From an optimization exercise on the open Yosys and OpenROAD flow, aimed at small area; shortcuts taken in it are not production practice. The flow treats the clock pin as an ideal source, which a real chip does not have. Power figures rest on the tool's default switching activity, not on a simulated workload.

==> module alarm_timer, before the edit <==
module alarm_timer (
    input  wire        clk,
    input  wire        rst,
    input  wire [23:0] tc,
    input  wire [2:0]  t_op,
    input  wire [23:0] t_arg,
    output wire        t_due
);
    reg  [23:0] tsched;
    wire op_set = (t_op == 3'd1);
    wire [23:0] base = op_set ? tc : tsched;
    wire [23:0] g = base & t_arg;
    wire [23:0] p = base ^ t_arg;
    wire [23:0] sum;
    wire [24:0] cy;
    assign cy[0] = 1'b0;
    genvar i;
    generate
        for (i = 0; i < 24; i = i + 2) begin : g_add
            assign cy[i+1] = g[i] | (p[i] & cy[i]);
            assign cy[i+2] = (g[i+1] | (p[i+1] & g[i])) | (p[i+1] & p[i] & cy[i]);
            assign sum[i]   = p[i] ^ cy[i];
            assign sum[i+1] = p[i+1] ^ cy[i+1];
        end
    endgenerate
    wire due;
    alarm_dueby #(.W(24)) u_cmp (.c(tc), .target(sum), .due(due));
    wire due_op = (t_op == 3'd3) | (t_op == 3'd4) | (t_op == 3'd5);
    assign t_due = due_op & due & ~rst;
    always @(posedge clk) begin
        if (rst)
            tsched <= 24'd0;
        else if (op_set || (t_op == 3'd5 && due))
            tsched <= sum;
        else if (t_op == 3'd2 || (t_op == 3'd4 && due))
            tsched <= tc;
    end
endmodule
==> module dmx_frame_decoder, before the edit <==
module dmx_frame_decoder (
    input  wire        clk,
    input  wire        rst,
    input  wire        init,
    input  wire        in_valid,
    output wire        in_ready,
    input  wire [7:0]  in_data,
    input  wire [15:0] c,
    output reg         sink_cfg_valid,
    output wire [9:0]  sink_cfg_count,
    output reg         sink_wr_valid,
    output reg  [8:0]  sink_wr_index,
    output reg  [7:0]  sink_wr_data,
    output reg         ok_pulse,
    output reg         err_pulse,
    output wire [7:0]  err_tag,
    output reg         ok_indicator
);
    localparam [2:0] ST_START_M = 3'b100;
    localparam [2:0] ST_START_C = 3'b101;
    localparam [2:0] ST_START_0 = 3'b110;
    localparam [2:0] ST_CMD     = 3'b111;
    localparam [2:0] ST_LOW     = 3'b000;
    localparam [2:0] ST_HIGH    = 3'b001;
    localparam [2:0] ST_DATA0   = 3'b010;
    localparam [2:0] ST_DATAN   = 3'b011;
    reg [2:0]  state;
    reg [9:0]  active;
    wire [9:0] idx = {1'b0, sink_wr_index};
    wire [7:0] last_byte = sink_wr_data;
    reg [15:0] deadline;   
    wire rst_any = rst | init;
    assign in_ready = ~rst_any;
    wire accept = in_valid & ~rst_any;
    wire [7:0] ch = in_data;
    assign sink_cfg_count = active;
    assign err_tag = {~err_pulse, ~state[1] | state[0], state[1] & ~state[0],
                      state[1] & err_pulse, ~(state[1] | state[0]),
                      ~(state[1] | state[0] | ~err_pulse), state[0] & err_pulse,
                      ~state[1]};
    wire idle_due;
    alarm_dueby #(.W(16)) u_idle (.c(c), .target(deadline), .due(idle_due));
    wire [15:0] c_dl;
    wire [16:3] ic;
    assign c_dl[2:0] = c[2:0];
    assign ic[3] = 1'b0;
    genvar k;
    generate
        for (k = 3; k < 16; k = k + 1) begin : g_dl
            if (k == 3 || k == 6 || k == 7) begin : g_one
                assign c_dl[k] = ~(c[k] ^ ic[k]);
                assign ic[k+1] = c[k] | ic[k];
            end else begin : g_zero
                assign c_dl[k] = c[k] ^ ic[k];
                assign ic[k+1] = c[k] & ic[k];
            end
        end
    endgenerate
    wire is_start = state[2] & ~(state[1] & state[0]);
    wire m_start  = (ch == 8'h7E);
    wire resync   = ~is_start & m_start & idle_due;
    wire d_zero = (ch == 8'd0) & (last_byte == 8'd0);
    wire d_over = (ch[7:2] != 6'd0) | (ch[1] & (ch[0] | (last_byte != 8'd0)));
    wire [9:0] d = {ch[1:0], last_byte};
    wire [9:0] windex;
    wire [10:0] wc;
    assign wc[0] = 1'b1;
    generate
        for (k = 0; k < 10; k = k + 1) begin : g_inc
            assign windex[k] = idx[k] ^ wc[k];
            assign wc[k+1]   = idx[k] & wc[k];
        end
    endgenerate
    wire more = ~state[0] | (windex != active);
    reg [2:0] n_state;
    reg       err, ok, wr, cfg, set_active, start_data;
    always @(*) begin
        n_state    = state;
        err        = 1'b0;
        ok         = 1'b0;
        wr         = 1'b0;
        cfg        = 1'b0;
        set_active = 1'b0;
        start_data = 1'b0;
        if (is_start | resync) begin
            if (m_start) begin
                n_state = ST_CMD;
                err     = resync;
            end else begin
                err     = 1'b1;
                n_state = ST_START_M;
            end
        end else begin
            case (state)
                ST_CMD: begin
                    if (ch == 8'h06) begin
                        n_state = ST_LOW;
                    end else begin
                        err     = 1'b1;
                        n_state = ST_START_M;
                    end
                end
                ST_LOW: n_state = ST_HIGH;
                ST_HIGH: begin
                    if (d_zero) begin
                        err     = 1'b1;
                        n_state = ST_START_0;
                    end else if (d_over) begin
                        err     = 1'b1;
                        n_state = ST_START_C;
                    end else begin
                        n_state    = ST_DATA0;
                        start_data = 1'b1;
                        if (d != active) begin
                            set_active = 1'b1;
                            cfg        = 1'b1;
                        end
                    end
                end
                default: begin
                    if (more) begin
                        wr      = 1'b1;
                        n_state = ST_DATAN;
                    end else if (ch == 8'hE7) begin
                        ok      = 1'b1;
                        n_state = ST_START_M;
                    end else begin
                        err     = 1'b1;
                        n_state = ST_START_M;
                    end
                end
            endcase
        end
    end
    always @(posedge clk) begin
        if (accept)
            sink_wr_data <= ch;
        if (accept & wr)
            sink_wr_index <= state[0] ? windex[8:0] : 9'd0;
        if (rst_any | accept)
            deadline <= c_dl;
    end
    always @(posedge clk) begin
        if (rst_any) begin
            state          <= ST_START_M;
            active         <= 10'd0;
            ok_indicator   <= 1'b0;
            sink_cfg_valid <= 1'b1;
            sink_wr_valid  <= 1'b0;
            ok_pulse       <= 1'b0;
            err_pulse      <= 1'b0;
        end else if (accept) begin
            state          <= n_state;
            if (err)
                active <= 10'd0;
            else if (set_active)
                active <= d;
            if (err)
                ok_indicator <= 1'b0;
            else if (ok)
                ok_indicator <= 1'b1;
            sink_cfg_valid <= err | cfg;
            sink_wr_valid  <= wr;
            ok_pulse       <= ok;
            err_pulse      <= err;
        end else begin
            sink_cfg_valid <= 1'b0;
            sink_wr_valid  <= 1'b0;
            ok_pulse       <= 1'b0;
            err_pulse      <= 1'b0;
        end
    end
endmodule
==> flow/config.mk <==
export PLATFORM = sky130hd
export DESIGN_NAME = dmx_core
export DESIGN_NICKNAME = dmx_core
export VERILOG_FILES = /design/flow/design.v
export SDC_FILE = /design/flow/constraint.sdc
export NUM_CORES = 4
export LEC_CHECK = 0
export CAP_MARGIN = 20
export CORE_MARGIN = 2
export CORE_UTILIZATION = 40
export GPL_TIMING_DRIVEN = 1
export SLEW_MARGIN = 20
==> flow/constraint.sdc <==
create_clock -name core_clock -period 8.0 [get_ports {clk}]
set_input_delay 1.6000 -clock core_clock [delete_from_list [all_inputs] [get_ports {clk}]]
set_output_delay 1.6000 -clock core_clock [all_outputs]
set_load 0.01 [all_outputs]
standard.sh (not shown) runs the stock make flow with config.mk's settings and CLKGATE_MAP_FILE= SYNTH_SCRIPT=/design/flow/synth_recipe.tcl, a recipe that flattens the netlist after the stock synthesis.
==> flow/flow/run.sh <==
#!/bin/bash
# The standard layout, with two changes:
#  - synthesis maps with ABC's area-oriented script flow/area.abc (the rest of
#    the standard flow's synthesis script is unchanged, so the registers are the same);
#  - port buffers are sky130_fd_sc_hd__buf_1 cells.
set -euo pipefail
HERE=$PWD
{
  echo "proc abc {args} {"
  echo "  set i [lsearch -exact \$args -script]"
  echo "  if {\$i >= 0} { lset args [expr {\$i + 1}] $HERE/flow/area.abc }"
  echo "  yosys abc {*}\$args"
  echo "}"
  cat synth_recipe.tcl
} > my_synth.tcl
sed "s#SYNTH_SCRIPT=[^ ]*#SYNTH_SCRIPT=$HERE/my_synth.tcl#" standard.sh > my_standard.sh
export BUFFER_PORTS_ARGS="-buffer_cell sky130_fd_sc_hd__buf_1"
if [[ -f flow/cts_args.txt ]]; then export CTS_ARGS="$(cat flow/cts_args.txt)"; fi
if [[ -f flow/post_cts.tcl ]]; then export POST_CTS_TCL="$HERE/flow/post_cts.tcl"; fi
bash my_standard.sh > flow.log 2>&1
==> flow/flow/area.abc <==
strash
&get -n
&st
&dch -f
&nf
&put
strash
&get -n
&st
&dch -f
&nf
&put
strash
&get -n
&st
&dch -f
&nf
&put
topo
stime -c
==> flow/flow/cts_args.txt <==
-sink_clustering_enable -repair_clock_nets -buf_list {sky130_fd_sc_hd__clkbuf_4} -dont_use_dummy_load
==> flow/flow/post_cts.tcl <==
set sizes {sky130_fd_sc_hd__clkbuf_2 sky130_fd_sc_hd__clkbuf_4 sky130_fd_sc_hd__clkbuf_8 sky130_fd_sc_hd__clkbuf_16}
set n_up 0
for {set iter 0} {$iter < 4} {incr iter} {
  estimate_parasitics -placement
  set up {}
  foreach inst [get_cells *] {
    set k [lsearch -exact $sizes [get_property $inst ref_name]]
    if {$k < 0 || $k == [llength $sizes] - 1} { continue }
    set out [get_pins -of_objects $inst -filter "direction == output"]
    set loads [get_pins -of_objects [get_nets -of_objects $out] -filter "direction == input"]
    set worst 0
    foreach l $loads {
      if {[get_property $l lib_pin_name] ne "CLK"} { continue }
      set s [get_property $l slew_max]
      if {$s > $worst} { set worst $s }
    }
    puts "post_cts: pass $iter [get_full_name $inst] [get_property $inst ref_name] [llength $loads] loads, worst slew $worst"
    if {$worst > 0.110} { lappend up [list $inst [lindex $sizes [expr {$k + 1}]]] }
  }
  if {[llength $up] == 0} { break }
  foreach u $up { replace_cell [lindex $u 0] [lindex $u 1]; incr n_up }
}
puts "post_cts: $n_up clock buffer resizes"
if {$n_up > 0} {
  detailed_placement
  check_placement -verbose
}
Rerun with:
--- a/flow/design.v
+++ b/flow/design.v
@@ -25,7 +25,7 @@
 );
     reg  [23:0] tsched;
     wire op_set = (t_op == 3'd1);
-    wire [23:0] base = op_set ? tc : tsched;
+    wire [23:0] base = (t_op[2:1] == 2'b00) ? tc : tsched;
     wire [23:0] g = base & t_arg;
     wire [23:0] p = base ^ t_arg;
     wire [23:0] sum;
@@ -77,11 +77,11 @@
     localparam [2:0] ST_CMD     = 3'b111;
     localparam [2:0] ST_LOW     = 3'b000;
     localparam [2:0] ST_HIGH    = 3'b001;
-    localparam [2:0] ST_DATA0   = 3'b010;
-    localparam [2:0] ST_DATAN   = 3'b011;
+    localparam [2:0] ST_DATA    = 3'b010;
     reg [2:0]  state;
     reg [9:0]  active;
-    wire [9:0] idx = {1'b0, sink_wr_index};
+    reg        wfirst;
+    wire [9:0] idx = {wfirst, sink_wr_index};
     wire [7:0] last_byte = sink_wr_data;
     reg [15:0] deadline;   
     wire rst_any = rst | init;
@@ -126,7 +126,7 @@
             assign wc[k+1]   = idx[k] & wc[k];
         end
     endgenerate
-    wire more = ~state[0] | (windex != active);
+    wire more = (windex != active);
     reg [2:0] n_state;
     reg       err, ok, wr, cfg, set_active, start_data;
     always @(*) begin
@@ -164,7 +164,7 @@
                         err     = 1'b1;
                         n_state = ST_START_C;
                     end else begin
-                        n_state    = ST_DATA0;
+                        n_state    = ST_DATA;
                         start_data = 1'b1;
                         if (d != active) begin
                             set_active = 1'b1;
@@ -174,8 +174,7 @@
                 end
                 default: begin
                     if (more) begin
-                        wr      = 1'b1;
-                        n_state = ST_DATAN;
+                        wr = 1'b1;
                     end else if (ch == 8'hE7) begin
                         ok      = 1'b1;
                         n_state = ST_START_M;
@@ -190,8 +189,10 @@
     always @(posedge clk) begin
         if (accept)
             sink_wr_data <= ch;
-        if (accept & wr)
-            sink_wr_index <= state[0] ? windex[8:0] : 9'd0;
+        if (accept & start_data)
+            {wfirst, sink_wr_index} <= 10'h3FF;
+        else if (accept & wr)
+            {wfirst, sink_wr_index} <= windex;
         if (rst_any | accept)
             deadline <= c_dl;
     end
What happened: The changed run completed with no timing, DRC or antenna violations. Setup slack degrades by 6.8 ps. Non-clock buffer count climbs by 1. Wire length drops by a few percent. Total power drops by a little under a tenth. Design area climbs slightly. Final cell count climbs by a few percent. Die area climbs slightly. Register-to-register slack improves by 190 ps. Global-route usage drops by 0.63 points. Clock power hardly moves.
Function was not checked in any run of this note: the RTL went through the layout flow alone.

what the ideal ports hide:
The flow's constraints put no driver on any port. The routed layouts listed below were extracted and timed again, unchanged, in two steps. Step 1 sets driving cells, clkbuf_16 on the clock port and buf_2 on the other inputs (assumed; they add their load-dependent delay and slew). Step 2 times the ports against the registers' clock, not the clock port: input delays grow and output delays shrink by t, the midpoint of the rising clock arrivals with the driver on. a / b / c = ideal ports / drivers / drivers and shift; a / b = the first two.
run | t, ns | setup slack, ns | clock arrival spread, ns | slew at the worst register clock pin (ns) | worst slew at a driven data input, ns
the first run | 0.459 | 0.270 / 0.245 / 0.245 | 0.030 / 0.030 | 0.10 / 0.10 | 0.06
the second run | 0.459 | 0.263 / 0.240 / 0.240 | 0.035 / 0.035 | 0.11 / 0.11 | 0.06
After both steps every run listed still meets setup and hold. The setup slack of the first run, which loses most, moves by -0.025 ns with the drivers and by -0.025 ns with both steps.
